What follows belongs to an exercise in optimizing a design on an open flow for small area; a production flow would make more cautious choices.
Only simulation tests tie the RTL to the original design; equivalence was not proved.
Power is estimated from default activity; no workload was simulated.

File: flow/config.mk
export PLATFORM = sky130hd
export DESIGN_NAME = chatsala_core
export DESIGN_NICKNAME = chatsala_core
export VERILOG_FILES = /design/flow/design.v
export SDC_FILE = /design/flow/constraint.sdc
export NUM_CORES = 4
export LEC_CHECK = 0
export CAP_MARGIN = 20
export CORE_MARGIN = 2
export CORE_UTILIZATION = 40
export PLACE_DENSITY = 0.6
export SLEW_MARGIN = 20
File: flow/run.sh
#!/bin/bash
# synth_recipe.tcl (not shown) runs the flow's synth.tcl, then flattens the netlist and writes it again
# the make line also repeats each setting of config.mk as NAME=value (left out here)
make -C /OpenROAD-flow-scripts/flow DESIGN_CONFIG=/design/flow/config.mk WORK_HOME=/design/flow/orfs CLKGATE_MAP_FILE= SYNTH_SCRIPT=/design/flow/synth_recipe.tcl finish
File: flow/design.v
module chatsala_core #(
    parameter T_CYCLES    = 16,   
    parameter QUEUE_DEPTH = 16,   
    parameter SAME_BIT    = 0     
) (
    input  wire        clk,
    input  wire        rst,
    input  wire        char_valid,
    input  wire [7:0]  char_data,
    input  wire        line_in,
    output reg         line_out,
    output wire        char_ready,
    output wire        msg_valid,
    output wire [4:0]  msg_id,
    output wire [2:0]  msg_len,
    output wire [55:0] msg_data,
    output wire        err_oversize,
    output reg         v_fault
);
    localparam [7:0] U_OCT    = 8'h55;
    localparam [7:0] SYNC_OCT = 8'h41;
    localparam [7:0] STX_OCT  = 8'h42;
    localparam [7:0] END_OCT  = 8'h43;
    localparam [4:0] ID_PAT   = 5'b11010;
    localparam QW = $clog2(QUEUE_DEPTH);
    reg [3:0] tdiv;
    wire tick = (tdiv == T_CYCLES - 1);
    always @(posedge clk) begin
        if (rst)       tdiv <= 4'd0;
        else if (tick) tdiv <= 4'd0;
        else           tdiv <= tdiv + 4'd1;
    end
    localparam [1:0] F_ACCUM  = 2'd0;
    localparam [1:0] F_PUSH   = 2'd1;
    localparam [1:0] F_SIGNAL = 2'd2;
    reg [1:0] f_state;
    reg [3:0] f_len;
    reg [3:0] f_idx;
    reg [7:0] f_buf [0:6];
    wire q_full;
    wire q_empty;
    assign char_ready = (f_state == F_ACCUM) && !rst;
    wire accept  = char_valid && char_ready;
    wire is_term = (char_data == 8'h0A) || (char_data == 8'h0D);
    assign err_oversize = accept && is_term && (f_len == 4'd8);
    wire sig = (f_state == F_SIGNAL) && !rst;
    reg [7:0] frame_byte;
    always @(*) begin
        if (f_idx == 4'd0)               frame_byte = U_OCT;
        else if (f_idx == 4'd1)          frame_byte = SYNC_OCT;
        else if (f_idx == 4'd2)          frame_byte = STX_OCT;
        else if (f_idx == 4'd3)          frame_byte = {ID_PAT, f_len[2:0]};
        else if (f_idx == f_len + 4'd4)  frame_byte = END_OCT;
        else                             frame_byte = f_buf[f_idx - 4'd4];
    end
    wire push = (f_state == F_PUSH) && !q_full;
    always @(posedge clk) begin
        if (rst) begin
            f_state <= F_ACCUM;
            f_len   <= 4'd0;
            f_idx   <= 4'd0;
        end else begin
            case (f_state)
                F_ACCUM: begin
                    if (accept) begin
                        if (!is_term) begin
                            if (f_len <= 4'd6) begin
                                f_buf[f_len[2:0]] <= char_data;
                                f_len <= f_len + 4'd1;
                            end else begin
                                f_len <= 4'd8;
                            end
                        end else if (f_len <= 4'd7) begin
                            f_idx   <= 4'd0;
                            f_state <= F_PUSH;
                        end else begin
                            f_len <= 4'd0;
                        end
                    end
                end
                F_PUSH: begin
                    if (push) begin
                        if (f_idx == f_len + 4'd4) f_state <= F_SIGNAL;
                        else                       f_idx   <= f_idx + 4'd1;
                    end
                end
                F_SIGNAL: begin
                    f_len   <= 4'd0;
                    f_state <= F_ACCUM;
                end
                default: f_state <= F_ACCUM;
            endcase
        end
    end
    reg [7:0]  q_mem [0:QUEUE_DEPTH-1];
    reg [QW-1:0] q_wr;
    reg [QW-1:0] q_rd;
    reg [QW:0]   q_cnt;
    assign q_full  = (q_cnt == QUEUE_DEPTH);
    assign q_empty = (q_cnt == 0);
    wire       pop;
    wire [7:0] q_head = q_mem[q_rd];
    always @(posedge clk) begin
        if (push) q_mem[q_wr] <= frame_byte;
    end
    always @(posedge clk) begin
        if (rst) begin
            q_wr  <= {QW{1'b0}};
            q_rd  <= {QW{1'b0}};
            q_cnt <= {(QW+1){1'b0}};
        end else begin
            if (push) q_wr <= q_wr + 1'b1;
            if (pop)  q_rd <= q_rd + 1'b1;
            if (push && !pop)      q_cnt <= q_cnt + 1'b1;
            else if (pop && !push) q_cnt <= q_cnt - 1'b1;
        end
    end
    reg       tx_busy;
    reg [7:0] tx_byte;
    reg [2:0] tx_idx;
    reg [1:0] tx_hold;
    wire tx_last = tx_busy && (tx_hold == 2'd3) && (tx_idx == 3'd0);
    assign pop = tick && !q_empty && (!tx_busy || tx_last);
    always @(posedge clk) begin
        if (rst) begin
            tx_busy  <= 1'b0;
            tx_byte  <= 8'd0;
            tx_idx   <= 3'd0;
            tx_hold  <= 2'd0;
            line_out <= 1'b0;
        end else if (tick) begin
            if (pop) begin
                tx_byte  <= q_head;
                tx_idx   <= 3'd7;
                tx_hold  <= 2'd0;
                line_out <= q_head[7];
                tx_busy  <= 1'b1;
            end else if (tx_busy) begin
                if (tx_hold != 2'd3) begin
                    tx_hold <= tx_hold + 2'd1;
                end else if (tx_idx != 3'd0) begin
                    tx_idx   <= tx_idx - 3'd1;
                    line_out <= tx_byte[tx_idx - 3'd1];
                    tx_hold  <= 2'd0;
                end else begin
                    tx_busy <= 1'b0;
                end
            end
        end
    end
    reg       rx_started;
    reg [1:0] rx_idx;
    reg       rx_s1;
    reg       rx_s2;
    reg       dbit;
    reg       reset_flag;
    reg       v_parked;
    wire rx_run  = rx_started && !reset_flag;
    wire sample  = tick && rx_run;
    wire publish = sample && (rx_idx == 2'd3) && (rx_s1 == rx_s2);
    wire d       = rx_s1;
    always @(posedge clk) begin
        if (rst) begin
            rx_started <= 1'b0;
            rx_idx     <= 2'd0;
            rx_s1      <= 1'b0;
            rx_s2      <= 1'b0;
            dbit       <= 1'b0;
        end else begin
            if (sig && !rx_started) begin
                rx_started <= 1'b1;
                rx_idx     <= 2'd0;
            end else if (sig && reset_flag) begin
                rx_idx <= 2'd0;
            end else if (sample) begin
                if (rx_idx == 2'd1) rx_s1 <= line_in;
                if (rx_idx == 2'd2) rx_s2 <= line_in;
                rx_idx <= rx_idx + 2'd1;
                if (publish) dbit <= rx_s1;
            end
        end
    end
    reg [6:0] count;
    reg [3:0] count2;
    reg [2:0] count3;
    reg [1:0] count4;
    reg [5:0] count5;
    reg [2:0] count6;
    reg [4:0] id_buf;        
    reg [2:0] n_buf;         
    reg [55:0] message_buf;  
    reg [5:0] payload_bits;
    wire react = publish && !v_parked && !v_fault;
    wire [6:0] pb7 = {1'b0, payload_bits};
    wire ph_sync    = (count <= 7'd7);
    wire ph_stx     = !ph_sync && (count <= 7'd15);
    wire ph_id      = (count >= 7'd16) && (count <= 7'd20);
    wire ph_len     = (count >= 7'd21) && (count <= 7'd23);
    wire ph_payload = (count >= 7'd24) && (count <= 7'd23 + pb7);
    wire ph_end     = (count >= 7'd24 + pb7) && (count <= 7'd30 + pb7);
    wire ph_done    = (count >= 7'd31 + pb7);
    wire stx_fault = ph_stx && (count2 > 4'd7);
    wire id_fault  = ph_id  && (count3 > 3'd4);
    wire len_fault = ph_len && (count4 > 2'd2);
    wire pay_fault = ph_payload && (count5 > 6'd55);
    wire end_fault = ph_end && (count6 > 3'd6);
    wire idx_fault = stx_fault || id_fault || len_fault || pay_fault || end_fault;
    wire end_match = (d == END_OCT[3'd7 - count6]);
    wire complete  = react && !idx_fault &&
                     (ph_done ||
                      (SAME_BIT != 0 && ph_end && end_match && (count + 7'd1 > 7'd30 + pb7)));
    assign msg_valid = complete && !rst;
    assign msg_id    = msg_valid ? id_buf      : 5'd0;
    assign msg_len   = msg_valid ? n_buf       : 3'd0;
    assign msg_data  = msg_valid ? message_buf : 56'd0;
    always @(posedge clk) begin
        if (rst) begin
            count        <= 7'd0;
            count2       <= 4'd0;
            count3       <= 3'd0;
            count4       <= 2'd0;
            count5       <= 6'd0;
            count6       <= 3'd0;
            id_buf       <= 5'd0;
            n_buf        <= 3'd0;
            message_buf  <= 56'd0;
            payload_bits <= 6'd0;
            reset_flag   <= 1'b0;
            v_parked     <= 1'b0;
            v_fault      <= 1'b0;
        end else begin
            if (sig && v_parked)   v_parked   <= 1'b0;
            if (sig && reset_flag) reset_flag <= 1'b0;
            if (react) begin
                if (idx_fault) begin
                    v_fault <= 1'b1;
                end else if (complete) begin
                    count        <= 7'd0;
                    count2       <= 4'd0;
                    count3       <= 3'd0;
                    count4       <= 2'd0;
                    count5       <= 6'd0;
                    count6       <= 3'd0;
                    id_buf       <= 5'd0;
                    n_buf        <= 3'd0;
                    message_buf  <= 56'd0;
                    payload_bits <= 6'd0;
                    reset_flag   <= 1'b1;
                    v_parked     <= 1'b1;
                end else if (ph_sync) begin
                    if (d == SYNC_OCT[3'd7 - count[2:0]]) count <= count + 7'd1;
                    else                                   count <= 7'd0;
                end else if (ph_stx) begin
                    if (d == STX_OCT[3'd7 - count2[2:0]]) begin
                        count  <= count + 7'd1;
                        count2 <= count2 + 4'd1;
                    end else begin
                        count  <= 7'd0;
                        count2 <= 4'd0;
                    end
                end else if (ph_id) begin
                    id_buf[3'd4 - count3] <= d;
                    count3 <= count3 + 3'd1;
                    count  <= count + 7'd1;
                end else if (ph_len) begin
                    n_buf[2'd2 - count4] <= d;
                    count4 <= count4 + 2'd1;
                    count  <= count + 7'd1;
                    if (count4 == 2'd2)
                        payload_bits <= {n_buf[2], n_buf[1], d, 3'b000};
                end else if (ph_payload) begin
                    message_buf[6'd55 - count5] <= d;
                    count5 <= count5 + 6'd1;
                    count  <= count + 7'd1;
                end else if (ph_end) begin
                    if (end_match) begin
                        count6 <= count6 + 3'd1;
                        count  <= count + 7'd1;
                    end else begin
                        count  <= 7'd0;
                        count4 <= 2'd0;
                        count5 <= 6'd0;
                        count6 <= 3'd0;
                    end
                end
            end
        end
    end
endmodule
File: flow/constraint.sdc
create_clock -name core_clock -period 10.0 [get_ports {clk}]
set_input_delay 2.0000 -clock core_clock [delete_from_list [all_inputs] [get_ports {clk}]]
set_output_delay 2.0000 -clock core_clock [all_outputs]
set_load 0.01 [all_outputs]
==> results.yml <==
clock_tree:
  cts_sinks: 330
  cts_tree: "done"
  cts_resized: 0
  cts.hold.buffers_added: 0
  post_cts_buffers: 0
  clk-insertion-delay-late_ps: 530
  clockRootBuffer: "sky130_fd_sc_hd__clkbuf_16"
  clock_tree.buffer_depth: 3
  numCtsBuffers: 37
  cts.reportedPaths.clkPinSlew_ps: 50
  cts_h_tree_lvls: 2
floorplanning:
  num_io_pins: 81
  fp.dieArea_um2: 41200
  die_height_um: 203
  initial_core_util_pct: 40.7
  design.core.area_um2: 38900
  dieWidth_um: 203
  rows: 72
yosys:
  synth_edf_count: 184
  yosys_warnings: 1
  yosys_register_bits: 330
  postSynthAreaPerCell_um2: 10.9
  ys_seq_area_share_pct: 53.3
  yosys-mux-area-fraction_pct: 8.16
  synth_simple_gate_area_share_pct: 15.3
  netlist-cell-type-count: 70
  postSynthNetCount: 1530
  synth_compound_gate_area_share_pct: 13.1
  postSynth.asyncResetShare_pct: 0
  post_synthesis_cell_area_um2: 15800
  netlist_instances: 1453
  postSynth.topFlopCell: "sky130_fd_sc_hd__edfxtp_1"
  yosys.area_share.adder_pct: 5.18
  synth_xor_area_share_pct: 1.66
  combinational_family_with_the_most_area_after_synthesis: "simple AND/OR/NAND/NOR gates"
detailed_routing:
  detailed_router_s_first_iteration_violation_count: 677
  met2RoutedLength_um: 17500
  drtPass1Iterations: 6
  vias_per_cell: 5.49
  detailroute.via_count: 11285
  detail_route.wirelength.met1_um: 15900
  drtAntennaViolNets: 0
  dr_wl_met3_um: 1810
  routed.top_layer: "met4"
  route.detailed.drc: 0
  wire_per_inst_um: 17.6
  wirelength_um: 36100
cells_and_area:
  layout.core_utilization_pct: 47.2
  final_area_um2: 18400
  filler_cell_count: 3597
  final_cells: 2054
  num_antenna_cells: 0
  area_added_between_synthesis_and_finish_pct: 15.9
  finish.net_count: 1586
  drive_above_1_share_pct: 9.18
global_route:
  global_route.usage.total_pct: 17.5
  grt_pass1_wl_um: 58100
  grt_antenna_before_repair: 0
  grt_pass1_vias: 10881
  grt.overflow.total: 0
  grt_max_degree: 66
setup_path:
  critPathBufInv: 3
  critical_path.slowest_cell: "sky130_fd_sc_hd__o21bai_1"
  critPathMaxStageDelay_ps: 770
  critical_path.startpoint_type: "register"
  worst_r2r_path_depth: 11
  critical_path_arrival_ps: 4720
  cp-end-kind: "primary output"
  crit_path_cell_trace: "inv_1, ha_1, xor2_1, ha_1, and4_1, nand2_1, o21bai_1, nand2_1, or3_1, nor2_2, buf_4, and2_1, clkdlybuf4s50_1"
  timing.critical_path.required_ps: 8000
  timing.setup.critical_path_class: "register to primary output"
  highest_net_fanout_along_the_worst_path: 65
  reg2reg_slack_ps: 5630
  critical_path.reg2reg.startpoint: "payload_bits[4]$_SDFFE_PP0P_"
  crit_family: "simple AND/OR/NAND/NOR gates"
  timing.rr.end: "message_buf[42]$_SDFFE_PP0P_"
sta:
  slew_violations: 0
  setup_violation_total_in_the_final_timing_report: 0
  rsz_0062_raised_after_global_routing: "no"
  maxSlewHeadroom_pct: 22.6
  hold_violations: 0
  achievable-frequency_ghz: 0.149
  fin_crit_sh_pct: 67.2
  max_slew.worst_pin.slew_ps: 1150
  final_layout_setup_total_negative_slack_ps: 0
  fin_skew_ps: 14.9
  finalWorstPathRequiredPeriod_ps: 6720
pwr:
  power_leakage_nw: 6.01
  total_power_w: 0.00290
  power_per_cell_area_nw_per_um2: 158
  ir_worst_vdd_mv: 0.102
placement:
  io_buffer_count: 80
  gpl.final_weighted_congestion: 0.846
  numPlacedInstances: 1988
  hpwl_detailed_um: 23500
  placed_area_um2: 17100
hold_path:
  hold_path_depth: 2
  timing.hold.worst_endpoint: "tx_byte[3]$_SDFFE_PP0P_"
  min-delay-start: "tx_byte[3]$_SDFFE_PP0P_"
  timing.hold.worst.class: "register to register"
run:
  drv.max_cap_violation_count: 0
run_status:
  outcome: "no timing/DRC/antenna violations"
worst min-delay path: cells and delay by family (launching register included):
family / cells / cell delay, ps
simple gates: 1 / 50
flops: 1 / 300
compound gates: 1 / 50
state kept, by name, indices dropped and copies added (netlist names), 5 cells and up, named ones only:
register and count:
tx_byte 8, count 7, q_mem 128, count5 6, message_buf 56, id_buf 5
q_cnt 5, f_buf 56
layer usage:
metal	global-route usage, %	vias to the layer above
li1	-	5457
met4	5.66	0
met2	30.0	299
met1	22.9	5471
met5	0	-
met3	2.49	58
where the power goes:
group          switching [W]  internal [W]
sequential        0.00000450       0.00143
clock               0.000537      0.000868
combinational      0.0000443     0.0000212
how the worst max path moves through the flow:
stage / from / endpoint / slack (ps) / cells after the start
floorplan: payload_bits[3]$_SDFFE_PP0P_ / msg_data[0] / 4890 / 13
global placement: char_data[5] / err_oversize / 3930 / 5
detailed placement: payload_bits[3]$_SDFFE_PP0P_ / msg_data[26] / 3820 / 13
CTS: payload_bits[4]$_SDFFE_PP0P_ / msg_data[31] / 3230 / 13
global route: payload_bits[4]$_SDFFE_PP0P_ / msg_data[37] / 2860 / 13
finish: payload_bits[3]$_SDFFE_PP0P_ / msg_data[26] / 3280 / 13
cell families after synthesis:
kind of cell               count (synthesis)
xor gates and xnor gates                  30
adders and majority gates                 65
buffers and inverters                    124
DFF                                      330
and+or+nand+nor                          494
AOI/OAI and AO/OA                        342
muxes                                     68
synthesized netlist by cell type (3+ instances only):
master / number / area, um2
sky130_fd_sc_hd__and4_1: 3 / 26.3
sky130_fd_sc_hd__and3_1: 9 / 56.3
sky130_fd_sc_hd__clkbuf_1: 53 / 199
sky130_fd_sc_hd__nand2_1: 122 / 458
sky130_fd_sc_hd__nand3_1: 46 / 230
sky130_fd_sc_hd__xor2_1: 15 / 131
sky130_fd_sc_hd__buf_2: 7 / 35.0
sky130_fd_sc_hd__xnor2_1: 15 / 131
sky130_fd_sc_hd__clkbuf_2: 5 / 25.0
sky130_fd_sc_hd__buf_4: 6 / 45.0
sky130_fd_sc_hd__nor2_1: 139 / 522
sky130_fd_sc_hd__o21ai_0: 73 / 365
sky130_fd_sc_hd__nor4b_1: 4 / 35.0
sky130_fd_sc_hd__a22oi_1: 7 / 52.6
sky130_fd_sc_hd__mux4_2: 49 / 1100
sky130_fd_sc_hd__a31oi_1: 17 / 106
sky130_fd_sc_hd__nor2b_1: 8 / 50.1
sky130_fd_sc_hd__a32oi_1: 4 / 35.0
sky130_fd_sc_hd__inv_1: 42 / 158
sky130_fd_sc_hd__mux2i_1: 19 / 190
sky130_fd_sc_hd__o21ai_1: 30 / 150
sky130_fd_sc_hd__nand4_1: 10 / 62.6
sky130_fd_sc_hd__buf_1: 7 / 26.3
sky130_fd_sc_hd__edfxtp_1: 184 / 5530
sky130_fd_sc_hd__nor3_1: 24 / 120
sky130_fd_sc_hd__nand2b_1: 13 / 81.3
sky130_fd_sc_hd__dfxtp_1: 146 / 2920
sky130_fd_sc_hd__or4_1: 4 / 30.0
sky130_fd_sc_hd__and2_1: 79 / 494
sky130_fd_sc_hd__o32ai_1: 5 / 43.8
sky130_fd_sc_hd__o21a_1: 5 / 37.5
sky130_fd_sc_hd__a21o_1: 5 / 37.5
sky130_fd_sc_hd__a211oi_1: 8 / 60.1
sky130_fd_sc_hd__o22ai_1: 3 / 18.8
sky130_fd_sc_hd__nor4_1: 7 / 43.8
sky130_fd_sc_hd__nand4b_1: 6 / 52.6
sky130_fd_sc_hd__ha_1: 64 / 801
sky130_fd_sc_hd__or3_1: 9 / 56.3
sky130_fd_sc_hd__a21oi_1: 110 / 551
sky130_fd_sc_hd__o211ai_1: 49 / 368
sky130_fd_sc_hd__o21bai_1: 5 / 37.5
cells in the final DEF, fill, tap and decap left out, types with 17 or more instances in the layout:
cell type | Yosys | layout
sky130_fd_sc_hd__dfxtp_1 | 146 | 144
sky130_fd_sc_hd__o211ai_1 | 49 | 49
sky130_fd_sc_hd__a21oi_1 | 110 | 109
sky130_fd_sc_hd__nor3_1 | 24 | 21
sky130_fd_sc_hd__mux4_2 | 49 | 49
sky130_fd_sc_hd__and2_1 | 79 | 79
sky130_fd_sc_hd__buf_4 | 6 | 17
sky130_fd_sc_hd__mux2i_1 | 19 | 19
sky130_fd_sc_hd__o21ai_0 | 73 | 73
sky130_fd_sc_hd__ha_1 | 64 | 64
sky130_fd_sc_hd__edfxtp_1 | 184 | 184
sky130_fd_sc_hd__clkdlybuf4s50_1 | 0 | 79
sky130_fd_sc_hd__inv_1 | 42 | 42
sky130_fd_sc_hd__nor2_1 | 139 | 137
sky130_fd_sc_hd__nand2_1 | 122 | 122
sky130_fd_sc_hd__clkbuf_16 | 0 | 37
sky130_fd_sc_hd__o21ai_1 | 30 | 30
sky130_fd_sc_hd__a31oi_1 | 17 | 17
sky130_fd_sc_hd__nand3_1 | 46 | 46
per-stage QoR:
step | setup slack, ps | hold WS [ps]
2_1_floorplan | 4890 | 427
3_3_place_gp | 3930 | 443
3_5_place_dp | 3820 | 447
4_1_cts | 3230 | 454
5_1_grt | 2860 | 469
6_report | 3280 | 453
final cells by class:
class / count / area, um2 / share of cell area [%]
clock buffers: 52 / 1020 / 5.57
clock inverters: 14 / 225 / 1.23
inverters: 44 / 165 / 0.899
multi-input cells: 999 / 6930 / 37.7
flip-flops and latches: 330 / 8450 / 46.0
well taps: 518 / 648 / 3.53
repair buffers: 97 / 923 / 5.03

## port drivers added, routing unchanged
The results above use ideal ports. As a check the final layout listed here was re-extracted and re-timed, cells and wires unchanged. Step 1, drivers: a clkbuf_16 drives clk and a buf_2 each remaining input, both assumed. Step 2, shift: input delay + t, output delay - t, t = (earliest + latest rising clock arrival at the registers) / 2. This alone moves slack from input paths to output paths. Three values: no drivers, after step 1, after step 2; two values: the first two.
shift t [ns]: 0.575
setup WS [ns]: 3.277 / 3.227 / 3.801
hold slack, ns: 0.453 / 0.453 / 0.453
worst setup path at the end: register to output
worst slew at a driven data input, ns: 0.03
After both steps setup and hold are still met in this run. The setup slack of this run moves by -0.050 ns with the drivers and by +0.524 ns with both steps.
